This is an optimization exercise on Yosys and OpenROAD, whose aim is small area, a short achievable clock period and few clock cycles, not a production implementation. No functional check of the RTL was part of this run. No activity file was given, so power comes from the tool's default toggle rates.

--- flow/design.v ---
module bhx_sixbit (
    input  wire [7:0] c,         
    input  wire       zero,      
    input  wire [1:0] ph,        
    input  wire [5:0] lo,        
    output reg        alpha,     
    output reg        ws,        
    output wire [5:0] val,       
    output reg  [7:0] byte_o     
);
    reg [5:0] v;
    always @(*) begin
        ws    = 1'b0;
        alpha = 1'b1;
        v     = 6'd0;
        case (c)
            8'h09, 8'h0A, 8'h0B, 8'h0C, 8'h0D, 8'h20: begin ws = 1'b1; alpha = 1'b0; end
            8'h21: v = 6'd0;   8'h22: v = 6'd1;   8'h23: v = 6'd2;   8'h24: v = 6'd3;
            8'h25: v = 6'd4;   8'h26: v = 6'd5;   8'h27: v = 6'd6;   8'h28: v = 6'd7;
            8'h29: v = 6'd8;   8'h2A: v = 6'd9;   8'h2B: v = 6'd10;  8'h2C: v = 6'd11;
            8'h2D: v = 6'd12;  8'h30: v = 6'd13;  8'h31: v = 6'd14;  8'h32: v = 6'd15;
            8'h33: v = 6'd16;  8'h34: v = 6'd17;  8'h35: v = 6'd18;  8'h36: v = 6'd19;
            8'h38: v = 6'd20;  8'h39: v = 6'd21;  8'h40: v = 6'd22;  8'h41: v = 6'd23;
            8'h42: v = 6'd24;  8'h43: v = 6'd25;  8'h44: v = 6'd26;  8'h45: v = 6'd27;
            8'h46: v = 6'd28;  8'h47: v = 6'd29;  8'h48: v = 6'd30;  8'h49: v = 6'd31;
            8'h4A: v = 6'd32;  8'h4B: v = 6'd33;  8'h4C: v = 6'd34;  8'h4D: v = 6'd35;
            8'h4E: v = 6'd36;  8'h50: v = 6'd37;  8'h51: v = 6'd38;  8'h52: v = 6'd39;
            8'h53: v = 6'd40;  8'h54: v = 6'd41;  8'h55: v = 6'd42;  8'h56: v = 6'd43;
            8'h58: v = 6'd44;  8'h59: v = 6'd45;  8'h5A: v = 6'd46;  8'h5B: v = 6'd47;
            8'h60: v = 6'd48;  8'h61: v = 6'd49;  8'h62: v = 6'd50;  8'h63: v = 6'd51;
            8'h64: v = 6'd52;  8'h65: v = 6'd53;  8'h66: v = 6'd54;  8'h68: v = 6'd55;
            8'h69: v = 6'd56;  8'h6A: v = 6'd57;  8'h6B: v = 6'd58;  8'h6C: v = 6'd59;
            8'h6D: v = 6'd60;  8'h70: v = 6'd61;  8'h71: v = 6'd62;  8'h72: v = 6'd63;
            default: alpha = 1'b0;
        endcase
    end
    assign val = zero ? 6'd0 : v;
    always @(*) begin
        case (ph)
            2'd1:    byte_o = {lo, val[5:4]};
            2'd2:    byte_o = {lo[3:0], val[5:2]};
            default: byte_o = {lo[1:0], val};
        endcase
    end
endmodule
module bhx_rle (
    input  wire       clk,
    input  wire       clear,     
    input  wire       en,        
    input  wire       tv,        
    input  wire [7:0] td,        
    input  wire       t_esc,     
    input  wire       t_small,   
    input  wire       full,      
    input  wire       o_free,    
    input  wire       src_done,  
    output reg        take,      
    output reg        emit,      
    output reg  [1:0] osel,      
    output reg        tinc1,     
    output reg        tinc2,     
    output reg        dec1,      
    output reg        dec2,      
    output reg        err,
    output reg  [4:0] ecode,
    output wire       busy       
);
    localparam ST_TOK = 2'd0;
    localparam ST_CNT = 2'd1;
    localparam ST_RUN = 2'd2;
    localparam E_MALFORMED = 5'h04;
    localparam E_TRUNC     = 5'h05;
    localparam E_CAP       = 5'h12;
    reg [1:0] st;
    reg       hp;        
    assign busy = (st != ST_TOK);
    reg [1:0] st_n;
    reg       hp_n;
    wire n0 = t_small && (td[1:0] == 2'd0);
    wire n1 = t_small && (td[1:0] == 2'd1);
    wire n2 = t_small && (td[1:0] == 2'd2);
    always @(*) begin
        take  = 1'b0;
        emit  = 1'b0;
        osel  = 2'd0;
        tinc1 = 1'b0;
        tinc2 = 1'b0;
        err   = 1'b0;
        ecode = E_CAP;
        st_n  = st;
        hp_n  = hp;
        dec1  = 1'b0;
        dec2  = 1'b0;
        case (st)
            ST_TOK: if (tv) begin
                if (t_esc) begin
                    take = 1'b1; st_n = ST_CNT;
                end else if (full) begin
                    take = 1'b1; err = 1'b1;
                end else if (o_free) begin
                    take = 1'b1; emit = 1'b1; osel = 2'd0; tinc1 = 1'b1; hp_n = 1'b1;
                end
            end
            ST_CNT: if (tv) begin
                if (n0) begin
                    if (full) begin
                        take = 1'b1; err = 1'b1;
                    end else if (o_free) begin
                        take = 1'b1; emit = 1'b1; osel = 2'd1; tinc2 = 1'b1;
                        hp_n = 1'b1; st_n = ST_TOK;
                    end
                end else if (!hp) begin
                    take = 1'b1; err = 1'b1; ecode = E_MALFORMED;
                end else if (n1) begin
                    take = 1'b1; tinc2 = 1'b1; st_n = ST_TOK;
                end else if (full) begin
                    take = 1'b1; err = 1'b1;
                end else if (o_free) begin
                    emit = 1'b1; osel = 2'd2;
                    if (n2) begin
                        take = 1'b1; tinc2 = 1'b1; st_n = ST_TOK;
                    end else begin
                        dec2 = 1'b1; st_n = ST_RUN;
                    end
                end
            end else if (src_done) begin
                err = 1'b1; ecode = E_TRUNC;
            end
            default: begin
                if (full) begin
                    err = 1'b1;
                end else if (o_free) begin
                    emit = 1'b1; osel = 2'd2;
                    if (td == 8'd1) begin
                        take = 1'b1; tinc2 = 1'b1; st_n = ST_TOK;
                    end else begin
                        dec1 = 1'b1;
                    end
                end
            end
        endcase
        if (!en) begin
            take = 1'b0; emit = 1'b0; tinc1 = 1'b0; tinc2 = 1'b0; err = 1'b0;
            dec1 = 1'b0; dec2 = 1'b0;
        end
    end
    always @(posedge clk) begin
        if (clear) begin
            st <= ST_TOK;
            hp <= 1'b0;
        end else if (en) begin
            st <= st_n;
            hp <= hp_n;
        end
    end
endmodule
module bhx_stream (
    input  wire        clk,
    input  wire        rst,
    input  wire        start,
    input  wire [2:0]  op,
    input  wire [23:0] len,
    input  wire [23:0] base,
    input  wire [23:0] cap,
    output wire        busy,
    input  wire        in_valid,
    input  wire [7:0]  in_data,
    output wire        in_ready,
    output wire        out_valid,
    output wire [7:0]  out_data,
    input  wire        out_ready,
    output reg         done,
    output reg  [4:0]  err_code,
    output wire [2:0]  err_stage,
    output reg  [23:0] err_pos,
    output wire [7:0]  err_detail,
    output reg  [23:0] out_len
);
    localparam E_INVCHAR = 5'h03;
    localparam E_BADCMD  = 5'h10;
    localparam E_BADLEN  = 5'h11;
    reg        run;
    reg        six;       
    reg        rle;       
    reg        ir;        
    reg [22:0] rem;       
    reg        in_end;    
    reg        iv0;       
    reg [7:0]  id0;
    reg [23:0] ipos;      
    reg [23:0] capl;      
    reg        full;      
    reg [2:0]  kc;        
    reg [5:0]  lo;        
    reg        tv, tv1;   
    reg [7:0]  td;        
    reg [7:0]  td1;
    reg        t_esc;     
    reg        t_small;   
    reg        ov;        
    reg [7:0]  od;        
    wire sx_err  = err_code[1] & err_code[0];
    wire any_err = err_code[1] | err_code[2];
    wire accept  = start && !run;
    wire take    = in_valid && ir;
    wire room    = !ov || out_ready;     
    wire ph0     = (kc[1:0] == 2'd0);
    wire in_done = in_end && !iv0;       
    wire       flush = six && in_done && (kc != 3'd0) && !sx_err;
    wire       is_alpha, is_ws;
    wire [5:0] sx_val;
    wire [7:0] sx_byte;
    bhx_sixbit u_six (
        .c      (id0),
        .zero   (in_done),
        .ph     (kc[1:0]),
        .lo     (lo),
        .alpha  (is_alpha),
        .ws     (is_ws),
        .val    (sx_val),
        .byte_o (sx_byte)
    );
    wire       rl_take, rl_emit, rl_tinc1, rl_tinc2, rl_ev, rl_st, rl_dec1, rl_dec2;
    wire [1:0] rl_osel;
    wire [4:0] rl_code;
    wire       src_done = in_done && (!six || kc == 3'd0);
    wire       rl_en    = run && rle && !any_err;
    bhx_rle u_rle (
        .clk      (clk),
        .clear    (accept),
        .en       (rl_en),
        .tv       (tv),
        .td       (td),
        .t_esc    (t_esc),
        .t_small  (t_small),
        .full     (full),
        .o_free   (room),
        .src_done (src_done),
        .take     (rl_take),
        .emit     (rl_emit),
        .osel     (rl_osel),
        .tinc1    (rl_tinc1),
        .tinc2    (rl_tinc2),
        .dec1     (rl_dec1),
        .dec2     (rl_dec2),
        .err      (rl_ev),
        .ecode    (rl_code),
        .busy     (rl_st)
    );
    wire emit   = rle ? rl_emit : (tv && room && !sx_err);
    wire t_pop  = tv && (any_err || (rle ? rl_take : room));
    wire t_free = !tv1;                  
    wire i_pop    = iv0 && (sx_err || t_free || (six && ph0));
    wire ch_take  = i_pop && six && !sx_err;
    wire ch_alpha = ch_take && is_alpha;
    wire ch_bad   = ch_take && !is_alpha && !is_ws;
    wire fl_step  = flush && (ph0 || t_free);
    wire sx_adv   = ch_alpha || fl_step;
    wire push     = six ? (sx_adv && !ph0) : i_pop;    
    wire [7:0] nt = six ? sx_byte : id0;
    wire       in_end_n = take ? (rem == 23'd1) : in_end;
    wire       iv0_n    = take || (iv0 && !i_pop);
    wire       t_shift  = (t_pop && tv1) || (!tv1 && tv && !t_pop);
    wire       tv1_n    = !ch_bad && (t_shift ? push : tv1);
    wire [2:0] kc_n     = sx_adv ? kc + 3'd1 : kc;
    wire       ir_n     = !in_end_n &&
                          (!iv0_n || sx_err || ch_bad || !tv1_n || (six && kc_n[1:0] == 2'd0));
    reg [7:0] nb;
    always @(*) begin
        case (rle ? rl_osel : 2'd0)
            2'd0:    nb = td;
            2'd1:    nb = 8'h90;
            default: nb = od;
        endcase
    end
    wire finish = run && in_done &&
                  (any_err || (src_done && !tv && !(rle && rl_st) && room));
    assign busy       = run;
    assign in_ready   = ir;
    assign out_valid  = ov;
    assign out_data   = od;
    assign err_detail = td;
    assign err_stage  = (err_code == E_INVCHAR) ? 3'd2 :
                        (err_code[2] || (err_code[4] && err_code[1])) ? 3'd3 : 3'd0;
    always @(posedge clk) begin
        if (rst) begin
            run  <= 1'b0;
            done <= 1'b0;
            ir   <= 1'b0;
            ov   <= 1'b0;
        end else if (accept) begin
            six        <= op[0];
            rle        <= op[1];
            rem        <= len[22:0];
            in_end     <= (len == 24'd0);
            ipos       <= base;
            capl       <= cap;
            full       <= (cap == 24'd0);
            kc         <= 3'd0;
            iv0        <= 1'b0;
            tv         <= 1'b0;
            tv1        <= 1'b0;
            ov         <= 1'b0;
            out_len    <= 24'd0;
            err_pos    <= 24'd0;
            err_code   <= 5'd0;
            td         <= 8'd0;
            ir         <= 1'b0;
            if (op == 3'd0 || op > 3'd3) begin
                done     <= 1'b1;
                err_code <= E_BADCMD;
                td       <= {5'd0, op};
            end else if (len > 24'h40_0000) begin
                done     <= 1'b1;
                err_code <= E_BADLEN;
                err_pos  <= len;
            end else begin
                done <= 1'b0;
                run  <= 1'b1;
                ir   <= (len != 24'd0);
            end
        end else if (run) begin
            ir <= ir_n;
            if (take) begin
                rem    <= rem - 23'd1;
                in_end <= (rem == 23'd1);
            end
            if (i_pop)
                ipos <= ipos + 24'd1;
            iv0 <= iv0_n;
            if (take)
                id0 <= in_data;
            if (sx_adv) begin
                kc <= kc + 3'd1;
                lo <= sx_val;
            end
            if (t_pop && tv1) begin
                tv      <= 1'b1;
                td      <= td1;
                t_esc   <= (td1 == 8'h90);
                t_small <= (td1[7:2] == 6'd0);
            end else if (t_pop || !tv) begin
                tv <= push;
                if (push) begin
                    td      <= nt;
                    t_esc   <= (nt == 8'h90);
                    t_small <= (nt[7:2] == 6'd0);
                end
            end else if (rl_dec1 | rl_dec2) begin
                td <= td - {6'd0, rl_dec2, rl_dec1};
            end
            if (t_shift) begin
                tv1 <= push;
                if (push) begin
                    td1      <= nt;
                end
            end
            if (room)
                ov <= emit;
            if (emit)
                od <= nb;
            if (emit) begin
                out_len <= out_len + 24'd1;
                capl    <= capl - 24'd1;
                full    <= (capl == 24'd1);
            end
            if (ch_bad) begin
                err_code <= E_INVCHAR;
                err_pos  <= ipos;
                td       <= id0;
                tv       <= 1'b0;
                tv1      <= 1'b0;
            end else if (rl_ev) begin
                err_code <= rl_code;
            end else if (rl_tinc1 | rl_tinc2) begin
                err_pos <= {err_pos[23:1] + {22'd0, rl_tinc2 | err_pos[0]}, err_pos[0] ^ rl_tinc1};
            end
            if (finish) begin
                run  <= 1'b0;
                done <= 1'b1;
                ir   <= 1'b0;
                ov   <= 1'b0;
                    if (!any_err)
                    err_pos <= 24'd0;
                else
                    out_len <= 24'd0;
                if (!sx_err)
                    td <= 8'd0;
            end
        end
    end
endmodule
--- flow/flow/run.sh ---
#!/bin/bash
# Standard layout, with every input and output port buffered by the
# platform's smallest buffer (buf_1) instead of the default delay-cell buffer.
set -euo pipefail
export BUFFER_PORTS_ARGS="-buffer_cell sky130_fd_sc_hd__buf_1"
bash standard.sh > flow.log 2>&1
--- flow/standard.sh ---
#!/bin/bash
# synth_recipe.tcl (not shown) runs the flow's synth.tcl, then flattens the netlist and writes it again
# the make line also repeats each setting of config.mk as NAME=value (left out here)
make -C /OpenROAD-flow-scripts/flow DESIGN_CONFIG=/design/flow/config.mk WORK_HOME=/design/flow/orfs CLKGATE_MAP_FILE= SYNTH_SCRIPT=/design/flow/synth_recipe.tcl "${@:-finish}"
--- flow/config.mk ---
export PLATFORM = sky130hd
export DESIGN_NAME = bhx_stream
export DESIGN_NICKNAME = bhx_stream
export VERILOG_FILES = /design/flow/design.v
export SDC_FILE = /design/flow/constraint.sdc
export NUM_CORES = 4
export LEC_CHECK = 0
export ABC_CLOCK_PERIOD_IN_PS = 2300
export CAP_MARGIN = 20
export CORE_MARGIN = 2
export CORE_UTILIZATION = 40
export PLACE_DENSITY = 0.6
export SETUP_SLACK_MARGIN = 2.5
export SLEW_MARGIN = 20
--- flow/constraint.sdc ---
create_clock -name core_clock -period 5.0 [get_ports {clk}]
set_input_delay 1.0000 -clock core_clock [delete_from_list [all_inputs] [get_ports {clk}]]
set_output_delay 1.0000 -clock core_clock [all_outputs]
set_load 0.01 [all_outputs]
==> impl_metrics.yaml <==
global_route:
  track_usage_pct: 23.3
  grt_pass1_wl_mm: 57.2
  gr-total-overflow: 0
  antenna_found_initial: 2
  grt_max_degree: 69
  grt_pass1_vias: 10400
final_layout:
  area_growth_pct: 32.6
  final_cells: 1927
  drive_gt1_share_pct: 21.5
  nets: 1634
  nFillCells: 2654
yosys:
  yosysMostFrequentCell: "edfxtp_1"
  avgSynthCellArea_um2: 9.36
  synth_ff_type: "edfxtp_1"
  synth_edf_count: 173
  synth_top_cell_by_area: "edfxtp_1"
  synth_top_area_share_pct: 43.6
  yosysWarnings: 3
  synth_common_cells: "edfxtp_1 (173), nand2_1 (130), nor2_1 (125), o21ai_0 (114), xnor2_1 (71)"
  synth-seq-area-share_pct: 46.1
  synthCells: 1273
  ys_types: 77
  synth_area_um2: 11900
  synth.area.top_cells: "edfxtp_1 (44%), xnor2_1 (5.2%), o21ai_0 (4.8%)"
  synth-seq-cells: 188
  ys_async_sr_fraction_pct: 0
setup_path:
  critPathLaunchType: "flop"
  r2r_slack_ns: 1.82
  cp.required_ns: 5.17
  critPathCaptureType: "flop"
  crit_type: "flop to flop"
  worstPathMaxFanout: 5
  cp_data_arrival_time_ns: 3.35
die:
  initial_core_util_pct: 40.4
  die_w_um: 177
  pin_count: 164
  die_y_um: 177
  coreArea_um2: 29500
  die_area_um2: 31200
  row_count: 63
power_and_ir_drop:
  p_sw_share_pct: 28.2
  clock_power_share_pct: 37.0
  p_comb_share_pct: 13.0
  ir_drop_mv: 0.245
  seq_power_share_pct: 50.0
  power_leakage_uw: 0.00520
  p_sw_uw: 1060
  intPower_uw: 2700
  pwr_density_cell_nw_per_um2: 238
  power.total_uw: 3760
route:
  drc: 0
  drtPass1Iterations: 8
  ant_nets: 0
  viasPerCell: 5.80
  dr_total_vias: 11200
  first_iter_violations: 945
  drt_wl_total_mm: 38.4
  drt-wirelength-per-cell_um: 19.9
timing:
  finalMaxSlewViolations: 0
  fin_setup_tns_ns: 0
  slew_headroom_pct: 31.2
  fin_crit_sh_pct: 63.6
  min_period_ns: 3.18
  tightest_slew_ns: 1.00
  rsz0062_at_grt: "yes"
  max_freq_mhz: 315
  fin_skew_ns: 0.0152
  hold_violations: 0
  setup-violations-final: 0
min_path:
  worstHoldPathType: "flop to flop"
cts:
  clk_latency_ns: 0.45
  clk_pin_slew_worst_paths_ns: 0.08
  cts_buffers: 17
  hold_buffers: 0
  htreeDepth: 4
  cts.sinks: 188
  clock_tree.root_cell: "clkbuf_16"
  cts_tree: "yes"
  cts_max_path_buffers: 2
placement:
  place.gp.congestion: 0.882
  dp_cells: 1776
  io_buffer_count: 161
  dp_hpwl_mm: 24.9
job:
  maxCapViolCount: 0
status:
  status: "no timing/DRC/antenna violations"
worst max-delay path, stage by stage, from the launching register on:
cell	delay, ns
edfxtp_1	0.40
or4_4	0.60
o41a_1	0.45
nor2_4	0.13
o21ai_2	0.08
nand2b_1	0.15
ha_4	0.19
ha_4	0.14
o2111ai_4	0.15
buf_4	0.19
nor4_4	0.14
xnor2_1	0.17
o21ai_1	0.11
routing by layer:
metal	part of all wire (%)	global-route usage [%]	up-vias	wire (um)
met1	43	32.3	5419	16700
li1	-	-	5248	-
met4	2.1	7.47	2	797
met3	7.5	4.95	66	2890
met5	0.034	0	-	13
met2	47	36.5	451	18000
cell usage in the layout, fill, tap and decap left out, drive strengths merged, types with 19 or more instances in the layout:
| cell type | instances |
|---|---|
| nand3 | 41 |
| a31oi | 22 |
| a21oi | 64 |
| xor2 | 37 |
| nand2 | 130 |
| clkbuf | 19 |
| edfxtp | 173 |
| xnor2 | 71 |
| nor3 | 44 |
| a22oi | 32 |
| o21ai | 118 |
| nor2 | 126 |
| inv | 52 |
| buf | 289 |
| nor4 | 26 |
| ha | 22 |
cell families (layout without fill, tap and decap cells):
kind of cell	count (synthesis)	after routing	synth area share [%]
AOI/OAI and AO/OA	340	341	18.3
xor gates and xnor gates	108	108	7.94
adders and majority gates	23	23	2.48
buffers and inverters	114	372	3.86
DFF	188	188	46.1
muxes	22	22	1.91
other	1	3	0.0315
and+or+nand+nor	477	480	19.4
registers in the layout, indices dropped and copies added (netlist names), 2 cells and up, named ones only:
| register | cells |
|---|---|
| err_pos | 24 |
| od | 8 |
| id0 | 8 |
| capl | 24 |
| out_len | 24 |
| err_code | 4 |
| u_rle.st | 2 |
| td | 8 |
| kc | 3 |
| lo | 6 |
| ipos | 24 |
| td1 | 8 |
| rem | 23 |
power groups by stage:
stage	Combinational, uW	Clock, uW	Sequential (uW)
2_1_floorplan	251	0	1910
3_3_place_gp	389	0	1920
3_5_place_dp	395	0	1920
4_1_cts	450	1410	1880
5_1_grt	537	1460	1890
6_report	489	1390	1880
final cells by class:
| class | count | area (um^2) | share of cell area [%] |
|---|---|---|---|
| Multi-Input combinational cell | 976 | 7140 | 45.2 |
| Sequential cell | 188 | 5500 | 34.8 |
| Timing Repair Buffer | 291 | 1860 | 11.8 |
| Tap cell | 390 | 488 | 3.09 |
| Clock buffer | 17 | 425 | 2.69 |
| Inverter | 48 | 200 | 1.27 |
| Clock inverter | 15 | 155 | 0.983 |
| Timing Repair inverter | 1 | 7.51 | 0.0476 |
| Antenna cell | 1 | 2.50 | 0.0159 |
timing repair:
| item | in CTS | in global routing |
|---|---|---|
| pin swaps | 38 | 76 |
| gates cloned | 5 | 3 |
| buffers inserted | 63 | 46 |
| resized for setup | 126 | 110 |
| setup endpoints to repair | 185 | 150 |
metrics by stage:
stage	util (%)	hold slack, ns	setup WS (ns)	instance area (um^2)
floorplan	-	0.531	1.65	12200
global placement	44.5	0.534	1.04	13100
detailed placement	44.5	0.544	0.950	13100
CTS	50.2	0.566	1.87	14800
global route	53.5	0.599	1.76	15800
finish	53.5	0.559	1.82	15800
worst paths after layout:
| path | from | to | cells past startpoint |
|---|---|---|---|
| worst max-delay path | td[4]$_SDFFCE_PP0P_ | err_pos[23]$_DFFE_PP_ | 12 |
| worst min-delay path | done$_SDFFE_PP0P_ | done$_SDFFE_PP0P_ | 2 |
| worst max register to register | td[4]$_SDFFCE_PP0P_ | err_pos[23]$_DFFE_PP_ | 12 |
| worst min register to register | done$_SDFFE_PP0P_ | done$_SDFFE_PP0P_ | 2 |

-- re-timing with driven ports --
In the flow no input, the clock included, has a driving cell. The finished layout below was timed again as built, in two steps.
Step 1, drivers: a clkbuf_16 drives clk and a buf_2 each remaining input, both assumed.
Step 2 also shifts input and output timing later by t, the mid clock arrival at the registers, as if the neighbouring blocks saw the same clock.
Three values: no drivers, after step 1, after step 2; two values: the first two.
t (ns): 0.492
setup WS [ns]: 1.821 / 1.821 / 1.402
hold WS [ns]: 0.559 / 0.559 / 0.559
worst setup path after step 2: input to register
worst register clock-pin slew, ns: 0.08 / 0.08
After both steps this run still meets setup and hold. For this run, drivers alone change the setup slack by 0.000 ns; drivers and shift together by -0.419 ns.
